From an optimization exercise on the open Yosys and OpenROAD flow, aimed at small area, a short achievable clock period and few clock cycles; shortcuts taken in it are not production practice.
Only the layout flow was run in this run; the RTL was not checked for function there.

File: flow/design.v
module bbt_keygen (
    input  wire         clk,
    input  wire         rst,
    input  wire         cmd_valid,
    output wire         cmd_ready,
    input  wire [2:0]   cmd_op,
    input  wire [31:0]  cmd_arg,
    output reg          done,
    output reg          err,
    output wire [31:0]  result,
    output wire [127:0] fkey,
    output wire [7:0]   name_addr,
    input  wire [7:0]   name_data,
    output wire [9:0]   mt_raddr,
    input  wire [31:0]  mt_rdata,
    output wire         mt_we,
    output wire [9:0]   mt_waddr,
    output wire [31:0]  mt_wdata
);
    localparam [2:0] S_IDLE   = 3'd0;
    localparam [2:0] S_HASH   = 3'd1;
    localparam [2:0] S_ADV    = 3'd2;    
    localparam [2:0] S_FKD    = 3'd3;    
    localparam [2:0] S_FKDONE = 3'd4;    
    localparam [2:0] S_GO     = 3'd5;    
    localparam [2:0] S_SLX    = 3'd6;    
    localparam [2:0] S_SLC    = 3'd7;    
    localparam [31:0] HASH_INIT = 32'h19570320;
    reg [2:0]  state;
    reg        seeded;
    reg        r1;           
    reg        rdy;          
    reg        qw;           
    reg        b31;          
    reg [31:0] sd;           
    reg [9:0]  kp;           
    reg [31:0] Q;            
    reg [9:0]  cq;           
    reg [31:0] R;            
    reg [95:0] fk;           
    reg [1:0]  nk;
    reg        op_raw, op_fk;
    reg [8:0]  rem;          
    reg [7:0]  na;
    reg [1:0]  pp;           
    reg        in_v, in_sep, in_dot;
    reg [7:0]  in_c, in_m;
    reg        dot_seen;
    function [31:0] temper(input [31:0] y0);
        reg [31:0] y;
        begin
            y = y0 ^ (y0 >> 11);
            y = y ^ ((y << 7) & 32'h9D2C5680);
            y = y ^ ((y << 15) & 32'hEFC60000);
            y = y ^ (y >> 18);
            temper = y;
        end
    endfunction
    function [31:0] bswap(input [31:0] x);
        bswap = {x[7:0], x[15:8], x[23:16], x[31:24]};
    endfunction
    function [9:0] opaddr(input [9:0] i, input r);
        opaddr = (r && i >= 10'd228 && i <= 10'd622) ? i - 10'd227 :
                 (i == 10'd623) ? 10'd0 : i + 10'd1;
    endfunction
    wire       cq_last = (cq == 10'd623);
    wire [9:0] d   = cq_last ? 10'd0 : cq + 10'd1;
    wire       r1d = r1 & ~cq_last;
    wire [9:0] e   = (cq == 10'd622) ? 10'd0 : cq_last ? 10'd1 : cq + 10'd2;
    wire       r1e = r1 & (cq < 10'd622);
    wire       d_fast = r1d && d != 10'd227 && d != 10'd623;
    wire       d_amode = r1d && d <= 10'd226;
    wire [9:0] d_x = (d >= 10'd227) ? d - 10'd227 : d + 10'd397;
    assign mt_raddr = (state == S_ADV) ? ((kp == 10'd398) ? 10'd2 : 10'd1) :
                      (state == S_SLX) ? d_x :
                      (state == S_IDLE && !rdy) ? opaddr(d, r1d) : opaddr(e, r1e);
    assign mt_we    = qw;
    assign mt_waddr = cq;
    assign mt_wdata = Q;
    assign name_addr = na;
    assign cmd_ready = (state == S_IDLE);
    assign result   = R;
    wire        use_a = (state == S_ADV) || (state != S_SLC && d_amode);
    wire [31:0] tx    = use_a ? sd : mt_rdata;
    wire [31:0] tp    = use_a ? mt_rdata : sd;
    wire [31:0] ty    = {b31, tp[30:0]};
    wire        tw_en = !(state == S_ADV && kp != 10'd398);
    wire [31:0] Qn    = tx ^ (tw_en ? ((ty >> 1) ^ (ty[0] ? 32'h9908B0DF : 32'h0)) : 32'h0);
    wire [31:0] sd_y    = sd ^ {30'd0, sd[31:30]};
    wire [31:0] sd_step = {22'd0, kp} + sd_y + (sd_y << 2) - (sd_y << 5) - (sd_y << 7)
                        + (sd_y << 9) + (sd_y << 11) - (sd_y << 15) + (sd_y << 19)
                        - (sd_y << 26) - (sd_y << 28) + (sd_y << 31);
    wire [31:0] tq = temper(Q);
    assign fkey = {bswap(tq), fk};
    wire       nd_lower = (name_data >= 8'h61) && (name_data <= 8'h7A);
    wire [7:0] nd_c     = (!op_raw && nd_lower) ? (name_data & 8'hDF) : name_data;
    wire       nd_sep   = !op_raw && (name_data == 8'h2F);
    wire       nd_dot   = !op_raw && (name_data == 8'h2E);
    wire [31:0] h_step  = R * {24'd0, in_m} + {24'd0, in_c};
    wire [31:0] h_final = dot_seen ? fk[95:64] : R;
    wire arg_ok = (cmd_arg[31:9] == 23'd0) && (!cmd_arg[8] || cmd_arg[7:0] == 8'd0);
    task advance;
        begin
            if (d_fast) begin
                Q     <= Qn;
                cq    <= d;
                r1    <= r1d;
                qw    <= 1'b1;
                b31   <= tp[31];
                sd    <= sd_step;
                kp    <= kp + 10'd1;
                state <= S_IDLE;
                rdy   <= 1'b1;
            end else begin
                sd    <= mt_rdata;
                kp    <= d + 10'd2;
                state <= S_SLX;
            end
        end
    endtask
    always @(posedge clk) begin
        if (rst) begin
            state  <= S_IDLE;
            seeded <= 1'b0;
            done   <= 1'b0;
            err    <= 1'b0;
            qw     <= 1'b0;
            rdy    <= 1'b0;
            na     <= 8'd0;
        end else begin
            done <= 1'b0;
            qw   <= 1'b0;
            case (state)
            S_IDLE: begin
                rdy <= ~rdy;
                if (cmd_valid) begin
                    case (cmd_op)
                    3'd0: begin
                        sd     <= cmd_arg;
                        kp     <= 10'd1;
                        b31    <= cmd_arg[31];
                        cq     <= 10'h3FF;
                        op_fk  <= 1'b0;
                        state  <= S_ADV;
                    end
                    3'd1: begin
                        done <= 1'b1;
                        if (!seeded) begin
                            err <= 1'b1;
                        end else begin
                            err <= 1'b0;
                            R   <= tq;
                            if (rdy) advance;
                            else state <= S_GO;
                        end
                    end
                    3'd2, 3'd3, 3'd4: begin
                        if (!arg_ok) begin
                            done <= 1'b1;
                            err  <= 1'b1;
                        end else begin
                            rem      <= cmd_arg[8:0];
                            op_raw   <= (cmd_op == 3'd3);
                            op_fk    <= (cmd_op == 3'd4);
                            R        <= HASH_INIT;
                            dot_seen <= 1'b0;
                            pp       <= 2'd0;
                            in_v     <= 1'b0;
                            na       <= 8'd1;
                            state    <= S_HASH;
                        end
                    end
                    default: begin
                        done <= 1'b1;
                        err  <= 1'b1;
                    end
                    endcase
                end
            end
            S_HASH: begin
                na   <= na + 8'd1;
                in_v <= (rem != 9'd0);
                rem  <= rem - {8'd0, rem != 9'd0};
                in_c   <= nd_c;
                in_m   <= nd_c >> pp;
                in_sep <= nd_sep;
                in_dot <= nd_dot;
                pp     <= nd_sep ? 2'd0 : pp + 2'd1;
                if (in_v) begin
                    if (in_sep) begin
                        R        <= HASH_INIT;
                        dot_seen <= 1'b0;
                    end else begin
                        if (in_dot) begin
                            fk[95:64] <= R;
                            dot_seen  <= 1'b1;
                        end
                        R <= h_step;
                    end
                end else if (rem == 9'd0) begin
                    na <= 8'd0;
                    R  <= h_final;
                    if (op_fk) begin
                        sd    <= h_final;
                        kp    <= 10'd1;
                        b31   <= h_final[31];
                        cq    <= 10'h3FF;
                        state <= S_ADV;
                    end else begin
                        done  <= 1'b1;
                        err   <= 1'b0;
                        rdy   <= 1'b0;
                        state <= S_IDLE;
                    end
                end
            end
            S_ADV: begin
                if (kp != 10'd398) begin
                    Q  <= sd;
                    cq <= cq + 10'd1;
                    qw <= 1'b1;
                    sd <= sd_step;
                    kp <= kp + 10'd1;
                end else begin
                    Q      <= Qn;
                    cq     <= 10'd0;
                    r1     <= 1'b1;
                    seeded <= 1'b1;
                    qw     <= 1'b1;
                    b31    <= tp[31];
                    sd     <= sd_step;
                    kp     <= kp + 10'd1;
                    nk     <= 2'd0;
                    if (op_fk) begin
                        state <= S_FKD;
                    end else begin
                        done  <= 1'b1;
                        err   <= 1'b0;
                        rdy   <= 1'b1;
                        state <= S_IDLE;
                    end
                end
            end
            S_FKD: begin
                fk <= {bswap(tq), fk[95:32]};
                advance;
                nk <= nk + 2'd1;
                if (nk == 2'd2) begin
                    done  <= 1'b1;
                    err   <= 1'b0;
                    state <= S_FKDONE;
                end else begin
                    state <= S_FKD;
                end
            end
            S_FKDONE: advance;
            S_GO: advance;
            S_SLX: state <= S_SLC;
            S_SLC: begin
                Q     <= Qn;
                cq    <= d;
                r1    <= r1d;
                qw    <= 1'b1;
                b31   <= tp[31];
                sd    <= sd_step;
                kp    <= kp + 10'd1;
                rdy   <= 1'b1;
                state <= S_IDLE;
            end
            endcase
        end
    end
endmodule
File: flow/config.mk
export PLATFORM = sky130hd
export DESIGN_NAME = bbt_keygen
export DESIGN_NICKNAME = bbt_keygen
export VERILOG_FILES = /design/flow/design.v
export SDC_FILE = /design/flow/constraint.sdc
export NUM_CORES = 4
export LEC_CHECK = 0
export CAP_MARGIN = 20
export CORE_MARGIN = 2
export CORE_UTILIZATION = 40
export SLEW_MARGIN = 20
File: flow/constraint.sdc
create_clock -name core_clock -period 10.0 [get_ports {clk}]
set_input_delay 2.0000 -clock core_clock [delete_from_list [all_inputs] [get_ports {clk}]]
set_output_delay 2.0000 -clock core_clock [all_outputs]
set_load 0.01 [all_outputs]
File: flow/run.sh
#!/bin/bash
# synth_recipe.tcl (not shown) runs the flow's synth.tcl, then flattens the netlist and writes it again
# the make line also repeats each setting of config.mk as NAME=value (left out here)
make -C /OpenROAD-flow-scripts/flow DESIGN_CONFIG=/design/flow/config.mk WORK_HOME=/design/flow/orfs CLKGATE_MAP_FILE= SYNTH_SCRIPT=/design/flow/synth_recipe.tcl finish
==> run summary <==
RSZ-0062 raised after global routing: no
CP max stage delay: 0.79 ns
Worst EP arrival: 5.32 ns
most common cell after layout, fill and taps aside: inv_1
detail-routed via count per cell: 5.78
routed vias: 25,622
worst reg2reg path depth: 18
most frequent cells in the layout: inv_1 (512), clkdlybuf4s50_1 (300), fa_1 (296)
post-cts resize count: 0
Synth Warn #: 1
Reg2Reg Launch Point: sd[5]$_DFFE_PP_
required time of the critical path: 8.00 ns
Num CTS Buffers: 34
Cell variety after synth: 96
final setup fails: 0
sink of the worst hold path: fk[29]$_DFFE_PP_
clk sinks: 265
Routed WL: 111,000 µm
period utilization: 73.2%
Post-Syn Area: 30,000 µm²
Placer Congestion: 0.974
initial DRC count: 2,831
CP Capture Type: output pin
critical path launch point type: register
register area share after synthesis: 26.0%
IO Port Bufs: 301
die width: 278 µm
CP bufs+invs: 1
fin. max-slew vios: 0
antenna violations before repair: 5
Mapped Cells: 3,201
predominant post-synthesis flop cell: edfxtp_1
GR Overflow Total: 0
I/O pin total: 302
critical path class: reg -> out
Cells on Worst Hold Path: 0
Worst-path clk slew: 0.06 ns
critical path's top delay family: simple AND/OR/NAND/NOR gates
synthesized flop and latch total: 265
first-pass GRT wire length: 164,000 µm
critical-path cell list: ha_1 -> nand3_1 -> or3_1 -> xor2_1 -> o21ai_0 -> a211oi_1 -> or3b_1 -> mux2_1 -> xnor2_1 -> o211ai_1 -> clkdlybuf4s50_1
Final min period: 7.32 ns
Root Driver: clkbuf_16
hpwl dp: 87,500 µm
Synth-to-Final Area Change: 17.4%
crit path max fanout: 18
Worst Skew: 0.0319 ns
DRC Markers: 0
FF-to-FF End: sd[31]$_DFFE_PP_
number of flops mapped to enable cells by yosys: 249
Core Footprint: 74,300 µm²
Final Net Count: 3,999
TritonRoute pass-1 iters: 7
share of post-route cells with drive strength above 1: 5.06%
critical-path cell with the highest stage delay: edfxtp_1
CTS tree: yes
Avg Inst Size Synth: 9.38 µm²
Initial Utilization: 40.4%
Mapped Nets: 3,765
design area: 35,200 µm²
antenna-violating nets left: 0
final hold vios: 0
die height: 278 µm
largest net degree at the start of global routing: 62
number of global-route vias before repair: 24,942
worst-skew pair later-pin latency: 0.57 ns
CTS max path bufs: 3
Wirelength per Cell: 25.1 µm
hold_sp: fk[61]$_DFFE_PP_
setup tns final: 0 ns
Slew HR: 25.8%
HP Class: reg -> reg
Max Freq: 137 MHz
die area: 77,200 µm²
Reg2Reg Setup Slack: 3.01 ns
DP Area: 34,000 µm²
Crit. path cell count: 11
Setup Buffers After CTS: 0
Hold Buf Count CTS: 0
H-tree depth: 2
slew at the pin closest to its max-slew limit: 1.11 ns
max-capacitance violation count: 0
outcome: complete, no violations
fraction of registers with async set/reset: 0%
total track usage: 28.5%
FP Rows: 100
-- sequential cells by signal, indices dropped and copies added (netlist names), 2 cells and up --
register / cells
cq: 10
sd: 32
na: 8
state: 3
in_m: 8
rem: 9
nk: 2
in_c: 8
Q: 32
R: 32
kp: 10
pp: 2
fk: 96
-- layout make-up --
class | count | area [µm²]
antenna | 1 | 2.50
multi-input combinational | 2276 | 19800
clock buffer | 46 | 980
timing repair buffer | 346 | 3350
inverter | 512 | 1920
tap | 969 | 1210
sequential | 265 | 7800
clock inverter | 15 | 194
fill | 7188 | 39100
-- logic make-up after synthesis --
group	after synthesis	synth area share (%)
DFF	265	26.0
muxes	88	3.15
adders and majority gates	487	27.7
AOI/OAI and AO/OA	619	13.5
xor gates and xnor gates	258	7.63
buffers and inverters	660	8.41
and+or+nand+nor	824	13.7
-- synth_stat cells (all sizes together) (22+ instances only) --
master	instances	area (µm²)
and2	170	1060
and3	22	138
xnor2	165	1450
mux2	29	330
edfxtp	249	7480
o22ai	39	244
inv	512	1920
a211oi	23	173
a31oi	24	150
fa	296	5930
o21ai	159	796
buf	39	193
nor2	166	626
xor2	92	813
mux2i	57	571
nor3	50	250
a21oi	150	766
nand3	63	320
nand2	245	920
nor4	22	144
clkbuf	109	409
a21o	28	210
ha	190	2380
-- routing by layer --
layer  up-vias  global-route usage, %  share of wire, %
met2      1359                   44.8                45
met4         8                   10.1               3.8
met3       229                   6.38                10
met5         -                      0             0.056
li1      11265                      -                 -
met1     12761                   38.5                41
-- worst max-delay path by stage --
stage	startpoint	to	slack (ns)
floorplan	cmd_arg[12]	R[0]$_DFFE_PP_	1.36
finish	cq[0]$_DFFE_PP_	mt_raddr[7]	2.68
detailed placement	sd[5]$_DFFE_PP_	sd[31]$_DFFE_PP_	3.23
global route	cq[0]$_DFFE_PP_	mt_raddr[4]	2.33
CTS	cq[4]$_DFFE_PP_	mt_raddr[7]	2.72
global placement	cq[4]$_DFFE_PP_	mt_raddr[7]	3.28
-- per-stage QoR --
stage	hold WS (ns)	setup slack, ns	std cells	util [%]
after floorplan	0.499	1.36	3201	-
after global placement	0.428	3.28	4368	45.8
after detailed placement	0.435	3.23	4368	45.8
after CTS	0.449	2.72	4429	47.4
after global routing	0.461	2.33	4429	47.4
final	0.444	2.68	4430	47.4

static timing again, ports no longer ideal:
The flow's constraints put no driver on any port. The routed layout listed below was extracted and timed again, unchanged, in two steps. Step 1: set_driving_cell puts a clkbuf_16 on clk and a buf_2 on each other input, an assumption about the parent block. Step 2 times the ports against the registers' clock, not the clock port: input delays grow and output delays shrink by t, the midpoint of the rising clock arrivals with the driver on. Three values: no drivers, after step 1, after step 2; two values: the first two.
shift t [ns]: 0.620
setup slack, ns: 2.683 / 2.616 / 3.012
worst hold slack (ns): 0.444 / 0.444 / 0.444
worst register clock-pin slew, ns: 0.07 / 0.07
cell pins on the clock port's net: 1
After both steps setup and hold are still met in this run. For this run, drivers alone change the setup slack by -0.067 ns; drivers and shift together by +0.329 ns.
